What follows belongs to an exercise in optimizing a design on an open flow for small area and a short achievable clock period; a production flow would make more cautious choices. At most, simulation tests tie the RTL to the original design; equivalence was not proved. Power figures rest on the tool's default switching activity, not on a simulated workload.

== north ==
==> flow/design.v <==
module ld19_frame_core (
    input  wire         clk,
    input  wire         rst,         
    input  wire         in_valid,
    input  wire         in_eos,
    input  wire [7:0]   in_data,
    output wire         in_ready,
    input  wire         resume,      
    output reg          ev_valid,
    output reg  [2:0]   ev_kind,
    output wire [604:0] ev_payload
);
    localparam [18:0] MOD = 19'd396000;
    function [7:0] crc8_table(input [7:0] idx);
        integer i;
        reg [7:0] c;
        begin
            c = idx;
            for (i = 0; i < 8; i = i + 1)
                c = c[7] ? ((c << 1) ^ 8'h4D) : (c << 1);
            crc8_table = c;
        end
    endfunction
    reg  [7:0]  r [0:47];     
    reg  [18:0] g [0:11];     
    reg         rdy;
    reg         tq, eq;       
    reg  [7:0]  dq;           
    reg  [7:0]  aux8;         
    reg  [5:0]  ph;           
    reg  [5:0]  bcnt;         
    reg         rd;           
    reg         fd;           
    reg         ended;
    reg         pd, pi, pe;   
    reg         cln;          
    reg         run;          
    reg         angok;        
    reg         vflag;        
    reg         evq;          
    reg  [7:0]  crc;
    reg  [17:0] x;            
    reg  [20:0] lin;          
    assign in_ready = rdy;
    wire take = in_valid & rdy;
    wire [5:0] ph_inc = (ph == 6'd47) ? 6'd0 : ph + 6'd1;
    wire s_eos = tq & eq;
    wire s_byt = tq & ~eq;
    wire s_hdr = s_byt & ~rd & (dq == 8'h54);
    wire s_des = s_byt & ~rd & (dq != 8'h54);
    wire s_fb  = s_byt & rd;                     
    wire s_ins = s_fb & (bcnt <= 6'd46);         
    wire f_evt = rd & (ph == 6'd8) & (fd | (s_fb & (bcnt == 6'd48)));
    wire start  = rd & ~angok & (ph == 6'd33);
    wire gphase = (ph >= 6'd45) || (ph <= 6'd8);
    wire gload  = run & rd & gphase;
    wire [20:0] lin_m1 = lin - {2'b00, MOD};
    wire [20:0] lin_m2 = lin - {1'b0, MOD, 1'b0};
    wire [18:0] ang_r  = !lin_m2[20] ? lin_m2[18:0] :
                         !lin_m1[20] ? lin_m1[18:0] : lin[18:0];
    wire [15:0] e_val = {dq, r[0]};
    wire [17:0] d0 = {2'b00, e_val} - x;
    wire [17:0] d1 = {2'b00, e_val} - x + 18'd36000;
    wire [17:0] dval = d0[17] ? d1 : d0;
    integer i;
    always @(posedge clk) begin
        for (i = 1; i < 48; i = i + 1)
            r[i] <= r[i-1];
        if (rst)
            r[0] <= 8'd0;
        else if (s_ins)
            r[0] <= dq;
        else if (rd && ph == 6'd0)
            r[0] <= {7'd0, vflag};
        else if (rd)
            r[0] <= r[47];
        else
            r[0] <= 8'd0;
        for (i = 1; i < 12; i = i + 1)
            g[i] <= g[i-1];
        if (rst)
            g[0] <= 19'd0;
        else if (gload)
            g[0] <= ang_r;
        else if (rd)
            g[0] <= g[11];
        else
            g[0] <= 19'd0;
        if (start)
            x <= {2'b00, r[26], r[27]};
        else if (ph == 6'd44)
            x <= dval;
        lin <= start ? 21'd0 : lin + {{3{x[17]}}, x};
        if (s_hdr)
            crc <= 8'hEE;
        else if (s_fb && bcnt <= 6'd45)
            crc <= crc8_table(crc ^ dq);
        if (s_fb && bcnt == 6'd46)
            vflag <= (crc == dq);
        dq <= in_data;
        eq <= in_eos;
    end
    reg [5:0] n_ph, n_bcnt;
    reg       n_rd, n_fd, n_ended, n_pd, n_pi, n_pe, n_cln;
    reg       n_ev;
    reg [2:0] n_kind;
    reg       r_idle;     
    reg       r_cont;     
    always @(*) begin
        n_ph    = ph_inc;
        n_bcnt  = bcnt;
        n_rd    = rd;
        n_fd    = fd;
        n_ended = ended & ~resume;
        n_pd    = pd;
        n_pi    = pi;
        n_pe    = pe;
        n_cln   = cln | (~rd & (ph == 6'd47));
        n_ev    = 1'b0;
        n_kind  = ev_kind;
        if (rd) begin
            if (s_eos) begin
                n_rd    = 1'b0;
                n_fd    = 1'b0;
                n_ph    = 6'd0;
                n_cln   = 1'b0;
                n_ended = 1'b1;
                n_pi    = 1'b1;
            end else if (f_evt) begin
                n_ev    = 1'b1;
                n_kind  = 3'd2;
                n_rd    = 1'b0;
                n_fd    = 1'b0;
                n_ph    = 6'd0;
                n_cln   = 1'b0;
            end else if (s_fb) begin
                if (bcnt == 6'd48)
                    n_fd = 1'b1;
                else
                    n_bcnt = bcnt + 6'd1;
            end
        end else begin
            if (s_eos) begin
                n_ended = 1'b1;
                if (cln) begin
                    n_ev   = 1'b1;
                    n_kind = 3'd5;
                end else
                    n_pe = 1'b1;
            end else if (s_hdr) begin
                n_rd   = 1'b1;
                n_ph   = 6'd1;
                n_bcnt = 6'd1;
                n_cln  = 1'b0;
            end else if (s_des) begin
                if (cln) begin
                    n_ev   = 1'b1;
                    n_kind = 3'd1;
                end else
                    n_pd = 1'b1;
            end else if (cln && pi) begin
                n_ev   = 1'b1;
                n_kind = 3'd4;
                n_pi   = 1'b0;
                n_pe   = 1'b1;
            end else if (cln && pe) begin
                n_ev   = 1'b1;
                n_kind = 3'd5;
                n_pe   = 1'b0;
            end else if (cln && pd) begin
                n_ev   = 1'b1;
                n_kind = 3'd1;
                n_pd   = 1'b0;
            end
        end
        r_idle = n_rd ? (~n_fd & ((n_bcnt >= 6'd47) | (n_ph == n_bcnt)))
                      : (~n_ended & ~n_pd & ~n_pi & ~n_pe);
        r_cont = rd & ~s_eos & ~f_evt & ((bcnt + {5'd0, tq}) <= 6'd47);
    end
    always @(posedge clk) begin
        if (rst) begin
            rdy      <= 1'b0;
            tq       <= 1'b0;
            aux8     <= 8'd0;
            ph       <= 6'd0;
            bcnt     <= 6'd0;
            rd       <= 1'b0;
            fd       <= 1'b0;
            ended    <= 1'b0;
            pd       <= 1'b0;
            pi       <= 1'b0;
            pe       <= 1'b0;
            cln      <= 1'b0;
            run      <= 1'b0;
            angok    <= 1'b0;
            ev_valid <= 1'b0;
            evq      <= 1'b0;
            ev_kind  <= 3'd0;
        end else begin
            rdy      <= take ? (~in_eos & r_cont) : r_idle;
            tq       <= take;
            ph       <= n_ph;
            bcnt     <= n_bcnt;
            rd       <= n_rd;
            fd       <= n_fd;
            ended    <= n_ended;
            pd       <= n_pd;
            pi       <= n_pi;
            pe       <= n_pe;
            cln      <= n_cln;
            ev_valid <= n_ev;
            ev_kind  <= n_kind;
            evq      <= n_ev;
            if (s_hdr)
                angok <= 1'b0;
            else if (rd && run && ph == 6'd44)
                angok <= s_fb & (bcnt == 6'd43);
            if (start)
                run <= 1'b1;
            else if (s_hdr || ph == 6'd8)
                run <= 1'b0;
            if ((s_fb && bcnt == 6'd6) || s_des)
                aux8 <= dq;
            else if (rd && s_eos)
                aux8 <= {2'b00, bcnt};
            else if (evq)
                aux8 <= 8'd0;
        end
    end
    function integer st(input integer j);
        st = (7 - j + 48) % 48;
    endfunction
    genvar k;
    generate
        for (k = 0; k < 12; k = k + 1) begin : pts
            if (k == 0)
                assign ev_payload[7:0] = aux8;
            else
                assign ev_payload[43*k +: 8] = r[st(6 + 3*k)];
            assign ev_payload[43*k + 8  +: 8]  = r[st(7 + 3*k)];
            assign ev_payload[43*k + 16 +: 8]  = r[st(8 + 3*k)];
            assign ev_payload[43*k + 24 +: 19] = g[11 - k];
        end
    endgenerate
    assign ev_payload[523:516] = {1'b0, ev_kind[1], 1'b0, ev_kind[1], 1'b0, ev_kind[1], 2'b00};
    assign ev_payload[531:524] = r[st(1)];
    assign ev_payload[547:532] = {r[st(3)],  r[st(2)]};
    assign ev_payload[563:548] = {r[st(5)],  r[st(4)]};
    assign ev_payload[579:564] = {r[st(43)], r[st(42)]};
    assign ev_payload[595:580] = {r[st(45)], r[st(44)]};
    assign ev_payload[603:596] = r[st(46)];
    assign ev_payload[604]     = r[st(47)][0];
endmodule
==> flow/config.mk <==
export PLATFORM = sky130hd
export DESIGN_NAME = ld19_frame_core
export DESIGN_NICKNAME = ld19_frame_core
export VERILOG_FILES = /design/flow/design.v
export SDC_FILE = /design/flow/constraint.sdc
export NUM_CORES = 4
export LEC_CHECK = 0
export CAP_MARGIN = 20
export CORE_MARGIN = 2
export CORE_UTILIZATION = 65
export SLEW_MARGIN = 20
==> flow/constraint.sdc <==
create_clock -name core_clock -period 12.0 [get_ports {clk}]
set_input_delay 2.4000 -clock core_clock [delete_from_list [all_inputs] [get_ports {clk}]]
set_output_delay 2.4000 -clock core_clock [all_outputs]
set_load 0.01 [all_outputs]
standard.sh (not shown) runs the stock make flow with config.mk's settings and CLKGATE_MAP_FILE= SYNTH_SCRIPT=/design/flow/synth_recipe.tcl, a recipe that flattens the netlist after the stock synthesis.
==> flow/flow/run.sh <==
#!/bin/bash
set -euo pipefail
export BUFFER_PORTS_ARGS="-buffer_cell sky130_fd_sc_hd__buf_1"
export CTS_ARGS="-sink_clustering_enable -repair_clock_nets -dont_use_dummy_load -sink_clustering_size 30 -sink_clustering_max_diameter 70"
bash standard.sh > standard.log 2>&1
Changes in west relative to north:
-- flow/design.v --
<<< north, line 37
    reg         run;          
    reg         angok;        
    reg         vflag;        
    reg         evq;          
    reg  [7:0]  crc;
    reg  [17:0] x;            
>>> west, line 37
    reg         run;          
    reg         angok;        
    reg         fresh;        
    reg  [7:0]  crc;
    reg  [17:0] x;            
<<< north, line 51
    wire s_fb  = s_byt & rd;                     
    wire s_ins = s_fb & (bcnt <= 6'd46);         
    wire f_evt = rd & (ph == 6'd8) & (fd | (s_fb & (bcnt == 6'd48)));
    wire start  = rd & ~angok & (ph == 6'd33);
    wire gphase = (ph >= 6'd45) || (ph <= 6'd8);
    wire gload  = run & rd & gphase;
    wire [20:0] lin_m1 = lin - {2'b00, MOD};
>>> west, line 50
    wire s_fb  = s_byt & rd;                     
    wire s_ins = s_fb & (bcnt <= 6'd46);         
    wire f_evt = rd & (ph == 6'd9) & (fd | (s_fb & (bcnt == 6'd48)));
    wire start  = rd & ~angok & (ph == 6'd34);
    wire gphase = (ph >= 6'd46) || (ph <= 6'd9);
    wire gload  = run & rd & gphase;
    wire [20:0] lin_m1 = lin - {2'b00, MOD};
<<< north, line 59
    wire [18:0] ang_r  = !lin_m2[20] ? lin_m2[18:0] :
                         !lin_m1[20] ? lin_m1[18:0] : lin[18:0];
    wire [15:0] e_val = {dq, r[0]};
    wire [17:0] d0 = {2'b00, e_val} - x;
    wire [17:0] d1 = {2'b00, e_val} - x + 18'd36000;
    wire [17:0] dval = d0[17] ? d1 : d0;
    integer i;
    always @(posedge clk) begin
>>> west, line 58
    wire [18:0] ang_r  = !lin_m2[20] ? lin_m2[18:0] :
                         !lin_m1[20] ? lin_m1[18:0] : lin[18:0];
    wire [15:0] e_val = {r[0], r[1]};
    wire [17:0] d0 = {2'b00, e_val} - x;
    wire [17:0] d1 = {2'b00, e_val} - x + 18'd36000;
    wire [17:0] dval = d0[17] ? d1 : d0;
    wire valid_cmp = (crc == r[0]);
    integer i;
    always @(posedge clk) begin
<<< north, line 72
            r[0] <= dq;
        else if (rd && ph == 6'd0)
            r[0] <= {7'd0, vflag};
        else if (rd)
            r[0] <= r[47];
>>> west, line 72
            r[0] <= dq;
        else if (rd && ph == 6'd0)
            r[0] <= {7'd0, valid_cmp};
        else if (rd)
            r[0] <= r[47];
<<< north, line 88
            g[0] <= 19'd0;
        if (start)
            x <= {2'b00, r[26], r[27]};
        else if (ph == 6'd44)
            x <= dval;
        lin <= start ? 21'd0 : lin + {{3{x[17]}}, x};
        if (s_hdr)
            crc <= 8'hEE;
        else if (s_fb && bcnt <= 6'd45)
            crc <= crc8_table(crc ^ dq);
        if (s_fb && bcnt == 6'd46)
            vflag <= (crc == dq);
        dq <= in_data;
        eq <= in_eos;
>>> west, line 88
            g[0] <= 19'd0;
        if (start)
            x <= {2'b00, r[27], r[28]};
        else if (ph == 6'd45)
            x <= dval;
        lin <= start ? 21'd0 : lin + {{3{x[17]}}, x};
        if (s_hdr)
            crc <= 8'hEE;
        else if (fresh)
            crc <= crc8_table(crc ^ r[0]);
        dq <= in_data;
        eq <= in_eos;
<<< north, line 194
            run      <= 1'b0;
            angok    <= 1'b0;
            ev_valid <= 1'b0;
            evq      <= 1'b0;
            ev_kind  <= 3'd0;
        end else begin
>>> west, line 192
            run      <= 1'b0;
            angok    <= 1'b0;
            fresh    <= 1'b0;
            ev_valid <= 1'b0;
            ev_kind  <= 3'd0;
        end else begin
<<< north, line 211
            ev_valid <= n_ev;
            ev_kind  <= n_kind;
            evq      <= n_ev;
            if (s_hdr)
                angok <= 1'b0;
            else if (rd && run && ph == 6'd44)
                angok <= s_fb & (bcnt == 6'd43);
            if (start)
                run <= 1'b1;
            else if (s_hdr || ph == 6'd8)
                run <= 1'b0;
            if ((s_fb && bcnt == 6'd6) || s_des)
>>> west, line 209
            ev_valid <= n_ev;
            ev_kind  <= n_kind;
            fresh    <= s_ins & (bcnt <= 6'd45);
            if (s_hdr)
                angok <= 1'b0;
            else if (rd && run && ph == 6'd45)
                angok <= (bcnt >= 6'd44);
            if (start)
                run <= 1'b1;
            else if (s_hdr || ph == 6'd9)
                run <= 1'b0;
            if ((s_fb && bcnt == 6'd6) || s_des)
<<< north, line 224
            else if (rd && s_eos)
                aux8 <= {2'b00, bcnt};
            else if (evq)
                aux8 <= 8'd0;
        end
    end
    function integer st(input integer j);
        st = (7 - j + 48) % 48;
    endfunction
    genvar k;
>>> west, line 222
            else if (rd && s_eos)
                aux8 <= {2'b00, bcnt};
            else if (ev_valid)
                aux8 <= 8'd0;
        end
    end
    function integer st(input integer j);
        st = (8 - j + 48) % 48;
    endfunction
    genvar k;
### Flow results
In the flow results for west and north, the hold slack is smaller on north. In the flow results for west and north, the first-iteration DRC count is smaller on west. Looking at area of the die, west sits about 0.6% lower than north does. Higher flip-flop and latch share of the layout cell area was reported by west, not north. west vs north, combinational family with the most area after synthesis: simple AND/OR/NAND/NOR gates vs compound AO/OA/AOI/OAI gates. Looking at length in cells of the worst reg-to-reg path, west sits 3 below north. west vs north, critical path capture point: ev_valid vs ev_payload[8]. Compare west and north | global-route total usage across every layer lower: west. The lower number of combinational gates with multiple inputs of west and north is in west. Re CTS buffer count: no difference whatsoever between north and west. On average cell area after synthesis, west and north are neck and neck. Any difference in clock insertion delay at the later pin of the skew report between west and north is small enough to ignore. Taking north over west, the worst vdd rail ir drop ratio works out to 0.918.
The RTL of north was laid out without a check of its function.

* * *

Another version of the RTL of ld19_frame_core (not shown whole).
Size: ~670 flip-flops, about 620 I/O pins.
==> module ld19_frame_core, before the edit <==
module ld19_frame_core (
    input  wire         clk,
    input  wire         rst,         
    input  wire         in_valid,
    input  wire         in_eos,
    input  wire [7:0]   in_data,
    output wire         in_ready,
    input  wire         resume,      
    output reg          ev_valid,
    output reg  [2:0]   ev_kind,
    output wire [604:0] ev_payload
);
    localparam [18:0] MOD = 19'd396000;
    function [7:0] crc8_table(input [7:0] idx);
        integer i;
        reg [7:0] c;
        begin
            c = idx;
            for (i = 0; i < 8; i = i + 1)
                c = c[7] ? ((c << 1) ^ 8'h4D) : (c << 1);
            crc8_table = c;
        end
    endfunction
    reg  [7:0]  r [0:47];     
    reg  [18:0] g [0:11];     
    reg  [7:0]  aux8;         
    reg  [5:0]  ph;           
    reg  [5:0]  bcnt;         
    reg         rd;           
    reg         fd;           
    reg         ended;
    reg         pd, pi, pe;   
    reg         cln;          
    reg         rdy;
    reg         run;          
    reg         angok;        
    reg         fresh;        
    reg  [7:0]  crc;
    reg  signed [17:0] x;     
    assign in_ready = rdy;
    wire take = in_valid & rdy & ~rst;
    wire hdr  = (in_data == 8'h54);
    wire [5:0] ph_inc = (ph == 6'd47) ? 6'd0 : ph + 6'd1;
    wire ins = take & ~in_eos & (rd ? (bcnt <= 6'd46) : hdr);
    wire sphase = (ph >= 6'd34) && (ph <= 6'd44);
    wire dphase = (ph >= 6'd45) || (ph <= 6'd7);
    wire comp   = run & rd & (sphase | dphase);
    wire start  = rd & ~angok & (ph == 6'd33);
    wire signed [20:0] acc_s = $signed({2'b00, g[0]}) + x;
    wire signed [20:0] acc_w = acc_s + (x[17] ? $signed({2'b00, MOD}) : -$signed({2'b00, MOD}));
    wire [18:0] acc_r = x[17] ? (acc_s[20] ? acc_w[18:0] : acc_s[18:0])
                              : (acc_w[20] ? acc_s[18:0] : acc_w[18:0]);
    wire [15:0] e_val = {r[0], r[1]};
    wire signed [17:0] diff = $signed({2'b00, e_val}) - x;
    wire signed [17:0] dval = diff + (diff[17] ? 18'sd36000 : 18'sd0);
    wire valid_cmp = (crc == r[0]);
    integer i;
    always @(posedge clk) begin
        for (i = 1; i < 48; i = i + 1)
            r[i] <= r[i-1];
        if (rst)
            r[0] <= 8'd0;
        else if (ins)
            r[0] <= in_data;
        else if (rd && ph == 6'd47)
            r[0] <= {7'd0, valid_cmp};
        else if (rd)
            r[0] <= r[47];
        else
            r[0] <= 8'd0;
        for (i = 1; i < 12; i = i + 1)
            g[i] <= g[i-1];
        if (rst)
            g[0] <= 19'd0;
        else if (comp)
            g[0] <= acc_r;
        else if (rd && !start)
            g[0] <= g[11];
        else
            g[0] <= 19'd0;
        if (start)
            x <= {2'b00, r[27], r[28]};
        else if (run && ph == 6'd44)
            x <= dval;
        if (take && !rd && hdr)
            crc <= 8'd0;
        else if (fresh)
            crc <= crc8_table(crc ^ r[0]);
    end
    always @(posedge clk) begin
        if (rst) begin
            aux8  <= 8'd0;
            ph    <= 6'd0;
            bcnt  <= 6'd0;
            rd    <= 1'b0;
            fd    <= 1'b0;
            ended <= 1'b0;
            pd    <= 1'b0;
            pi    <= 1'b0;
            pe    <= 1'b0;
            cln   <= 1'b0;
            rdy   <= 1'b0;
            run   <= 1'b0;
            angok <= 1'b0;
            fresh <= 1'b0;
            ev_valid <= 1'b0;
            ev_kind  <= 3'd0;
        end else begin
            ph       <= ph_inc;
            ev_valid <= 1'b0;
            fresh    <= ins & (rd ? (bcnt <= 6'd45) : 1'b1);
            if (ev_valid)
                aux8 <= 8'd0;
            if (!rd) begin
                if (!cln && ph == 6'd47)
                    cln <= 1'b1;
                if (take) begin
                    if (in_eos) begin
                        ended <= 1'b1;
                        rdy   <= 1'b0;
                        if (cln) begin
                            ev_valid <= 1'b1;
                            ev_kind  <= 3'd5;
                        end else
                            pe <= 1'b1;
                    end else if (hdr) begin
                        rd    <= 1'b1;
                        ph    <= 6'd1;
                        bcnt  <= 6'd1;
                        cln   <= 1'b0;
                        angok <= 1'b0;
                        run   <= 1'b0;
                        rdy   <= 1'b1;
                    end else begin
                        aux8 <= in_data;
                        if (cln) begin
                            ev_valid <= 1'b1;
                            ev_kind  <= 3'd1;
                            rdy      <= 1'b1;
                        end else begin
                            pd  <= 1'b1;
                            rdy <= 1'b0;
                        end
                    end
                end else begin
                    if (cln && pi) begin
                        ev_valid <= 1'b1;
                        ev_kind  <= 3'd4;
                        pi <= 1'b0;
                        pe <= 1'b1;
                    end else if (cln && pe) begin
                        ev_valid <= 1'b1;
                        ev_kind  <= 3'd5;
                        pe <= 1'b0;
                    end else if (cln && pd) begin
                        ev_valid <= 1'b1;
                        ev_kind  <= 3'd1;
                        pd <= 1'b0;
                    end
                    if (resume)
                        ended <= 1'b0;
                    rdy <= (~ended | resume) & ~pi & ~pe & (~pd | cln);
                end
            end else begin
                if (start)
                    run <= 1'b1;
                if (run && ph == 6'd44)
                    angok <= (bcnt >= 6'd44);
                if (ph == 6'd7)
                    run <= 1'b0;
                if (take && in_eos) begin
                    aux8  <= {2'b00, bcnt};
                    ended <= 1'b1;
                    pi    <= 1'b1;
                    rd    <= 1'b0;
                    fd    <= 1'b0;
                    ph    <= 6'd0;
                    cln   <= 1'b0;
                    rdy   <= 1'b0;
                end else if (ph == 6'd7 && (fd || (take && bcnt == 6'd48))) begin
                    ev_valid <= 1'b1;
                    ev_kind  <= 3'd2;
                    rd    <= 1'b0;
                    fd    <= 1'b0;
                    ph    <= 6'd0;
                    cln   <= 1'b0;
                    rdy   <= 1'b1;
                end else if (take) begin
                    if (bcnt == 6'd6)
                        aux8 <= in_data;
                    if (bcnt == 6'd48) begin
                        fd  <= 1'b1;
                        rdy <= 1'b0;
                    end else begin
                        bcnt <= bcnt + 6'd1;
                        rdy  <= 1'b1;
                    end
                end else begin
                    rdy <= ~fd & ((bcnt >= 6'd47) | (ph_inc == bcnt));
                end
            end
        end
    end
    function integer st(input integer j);
        st = (7 - j + 48) % 48;
    endfunction
    genvar k;
    generate
        for (k = 0; k < 12; k = k + 1) begin : pts
            if (k == 0)
                assign ev_payload[7:0] = aux8;
            else
                assign ev_payload[43*k +: 8] = r[st(6 + 3*k)];
            assign ev_payload[43*k + 8  +: 8]  = r[st(7 + 3*k)];
            assign ev_payload[43*k + 16 +: 8]  = r[st(8 + 3*k)];
            assign ev_payload[43*k + 24 +: 19] = g[11 - k];
        end
    endgenerate
    assign ev_payload[523:516] = {1'b0, r[st(0)][6], 1'b0, r[st(0)][4], 1'b0, r[st(0)][2], 2'b00};
    assign ev_payload[531:524] = r[st(1)];
    assign ev_payload[547:532] = {r[st(3)],  r[st(2)]};
    assign ev_payload[563:548] = {r[st(5)],  r[st(4)]};
    assign ev_payload[579:564] = {r[st(43)], r[st(42)]};
    assign ev_payload[595:580] = {r[st(45)], r[st(44)]};
    assign ev_payload[603:596] = r[st(46)];
    assign ev_payload[604]     = r[st(47)][0];
endmodule
clock: 12.0 ns
lec_check: 0
cap_margin: 20
core_margin: 2
core_utilization: 40
slew_margin: 20
run.sh (not shown) runs the stock make flow with config.mk's settings and CLKGATE_MAP_FILE= SYNTH_SCRIPT=/design/flow/synth_recipe.tcl, a recipe that flattens the netlist after the stock synthesis.
Stock flow here: none of the scripts above is used.
==> next run, changes <==
--- a/flow/design.v
+++ b/flow/design.v
@@ -35,25 +35,26 @@
     reg         run;          
     reg         angok;        
     reg         fresh;        
     reg  [7:0]  crc;
-    reg  signed [17:0] x;     
+    reg  [17:0] x;            
     assign in_ready = rdy;
     wire take = in_valid & rdy & ~rst;
     wire hdr  = (in_data == 8'h54);
     wire [5:0] ph_inc = (ph == 6'd47) ? 6'd0 : ph + 6'd1;
-    wire ins = take & ~in_eos & (rd ? (bcnt <= 6'd46) : hdr);
-    wire sphase = (ph >= 6'd34) && (ph <= 6'd44);
-    wire dphase = (ph >= 6'd45) || (ph <= 6'd7);
-    wire comp   = run & rd & (sphase | dphase);
+    wire ins = take & ~in_eos & rd & (bcnt <= 6'd46);
     wire start  = rd & ~angok & (ph == 6'd33);
-    wire signed [20:0] acc_s = $signed({2'b00, g[0]}) + x;
-    wire signed [20:0] acc_w = acc_s + (x[17] ? $signed({2'b00, MOD}) : -$signed({2'b00, MOD}));
-    wire [18:0] acc_r = x[17] ? (acc_s[20] ? acc_w[18:0] : acc_s[18:0])
-                              : (acc_w[20] ? acc_s[18:0] : acc_w[18:0]);
+    wire gphase = (ph >= 6'd45) || (ph <= 6'd8);
+    wire gload  = run & rd & gphase;
+    reg  [20:0] lin;
+    wire [20:0] lin_m1 = lin - {2'b00, MOD};
+    wire [20:0] lin_m2 = lin - {1'b0, MOD, 1'b0};
+    wire [18:0] ang_r  = !lin_m2[20] ? lin_m2[18:0] :
+                         !lin_m1[20] ? lin_m1[18:0] : lin[18:0];
     wire [15:0] e_val = {r[0], r[1]};
-    wire signed [17:0] diff = $signed({2'b00, e_val}) - x;
-    wire signed [17:0] dval = diff + (diff[17] ? 18'sd36000 : 18'sd0);
+    wire [17:0] d0 = {2'b00, e_val} - x;
+    wire [17:0] d1 = {2'b00, e_val} - x + 18'd36000;
+    wire [17:0] dval = d0[17] ? d1 : d0;
     wire valid_cmp = (crc == r[0]);
     integer i;
     always @(posedge clk) begin
         for (i = 1; i < 48; i = i + 1)
@@ -71,20 +72,21 @@
         for (i = 1; i < 12; i = i + 1)
             g[i] <= g[i-1];
         if (rst)
             g[0] <= 19'd0;
-        else if (comp)
-            g[0] <= acc_r;
-        else if (rd && !start)
+        else if (gload)
+            g[0] <= ang_r;
+        else if (rd)
             g[0] <= g[11];
         else
             g[0] <= 19'd0;
         if (start)
             x <= {2'b00, r[27], r[28]};
         else if (run && ph == 6'd44)
             x <= dval;
+        lin <= start ? 21'd0 : lin + {{3{x[17]}}, x};
         if (take && !rd && hdr)
-            crc <= 8'd0;
+            crc <= 8'hEE;
         else if (fresh)
             crc <= crc8_table(crc ^ r[0]);
     end
     always @(posedge clk) begin
@@ -107,9 +109,9 @@
             ev_kind  <= 3'd0;
         end else begin
             ph       <= ph_inc;
             ev_valid <= 1'b0;
-            fresh    <= ins & (rd ? (bcnt <= 6'd45) : 1'b1);
+            fresh    <= ins & (bcnt <= 6'd45);
             if (ev_valid)
                 aux8 <= 8'd0;
             if (!rd) begin
                 if (!cln && ph == 6'd47)
@@ -165,9 +167,9 @@
                 if (start)
                     run <= 1'b1;
                 if (run && ph == 6'd44)
                     angok <= (bcnt >= 6'd44);
-                if (ph == 6'd7)
+                if (ph == 6'd8)
                     run <= 1'b0;
                 if (take && in_eos) begin
                     aux8  <= {2'b00, bcnt};
                     ended <= 1'b1;
@@ -176,9 +178,9 @@
                     fd    <= 1'b0;
                     ph    <= 6'd0;
                     cln   <= 1'b0;
                     rdy   <= 1'b0;
-                end else if (ph == 6'd7 && (fd || (take && bcnt == 6'd48))) begin
+                end else if (ph == 6'd8 && (fd || (take && bcnt == 6'd48))) begin
                     ev_valid <= 1'b1;
                     ev_kind  <= 3'd2;
                     rd    <= 1'b0;
                     fd    <= 1'b0;
@@ -201,9 +203,9 @@
             end
         end
     end
     function integer st(input integer j);
-        st = (7 - j + 48) % 48;
+        st = (8 - j + 48) % 48;
     endfunction
     genvar k;
     generate
         for (k = 0; k < 12; k = k + 1) begin : pts
@@ -215,9 +217,9 @@
             assign ev_payload[43*k + 16 +: 8]  = r[st(8 + 3*k)];
             assign ev_payload[43*k + 24 +: 19] = g[11 - k];
         end
     endgenerate
-    assign ev_payload[523:516] = {1'b0, r[st(0)][6], 1'b0, r[st(0)][4], 1'b0, r[st(0)][2], 2'b00};
+    assign ev_payload[523:516] = {1'b0, ev_kind[1], 1'b0, ev_kind[1], 1'b0, ev_kind[1], 2'b00};
     assign ev_payload[531:524] = r[st(1)];
     assign ev_payload[547:532] = {r[st(3)],  r[st(2)]};
     assign ev_payload[563:548] = {r[st(5)],  r[st(4)]};
     assign ev_payload[579:564] = {r[st(43)], r[st(42)]};
Worst setup slack gains 0.31 ns.
Sequential share of layout area went up by 0.59 points.
Worst hold slack loses 0.012 ns.
Utilization went up by 0.72 points.
Routed wire length went down by 5.0%.
Design area went up by 1.9%.
Final cell count went up by 2.1%.

## port drivers added, routing unchanged
Ports are ideal in the flow. The routed layouts listed here were re-timed in OpenROAD. Step 1 sets driving cells, clkbuf_16 on the clock port and buf_2 on the other inputs (assumed; they add their load-dependent delay and slew). Step 2 adds t to the input delays and takes it off the output delays; t is the mean of the earliest and latest rising clock arrival at the registers after step 1. Input paths then give back, and output paths get back, about the clock's delay inside the block. a / b / c = no drivers / after step 1 / after step 2; a / b = the first two.
run | t, ns | slack for setup (ns) | latest minus earliest clock arrival (ns) | slew at the worst register clock pin (ns) | pins driven straight from the clock port
north | 0.567 | 8.317 / 8.260 / 8.325 | 0.090 / 0.091 | 0.11 / 0.11 | 1
west | 0.571 | 8.280 / 8.224 / 8.168 | 0.063 / 0.063 | 0.11 / 0.11 | 1
the first run of note 2 | 0.649 | 7.086 / 7.086 / 6.886 | 0.025 / 0.025 | 0.07 / 0.07 | 1
the second run of note 2 | 0.657 | 7.397 / 7.422 / 6.766 | 0.019 / 0.019 | 0.06 / 0.06 | 1
After both steps every run listed still meets setup and hold. For the second run of note 2, which loses most, drivers alone change the setup slack by +0.025 ns; drivers and shift together by -0.631 ns.
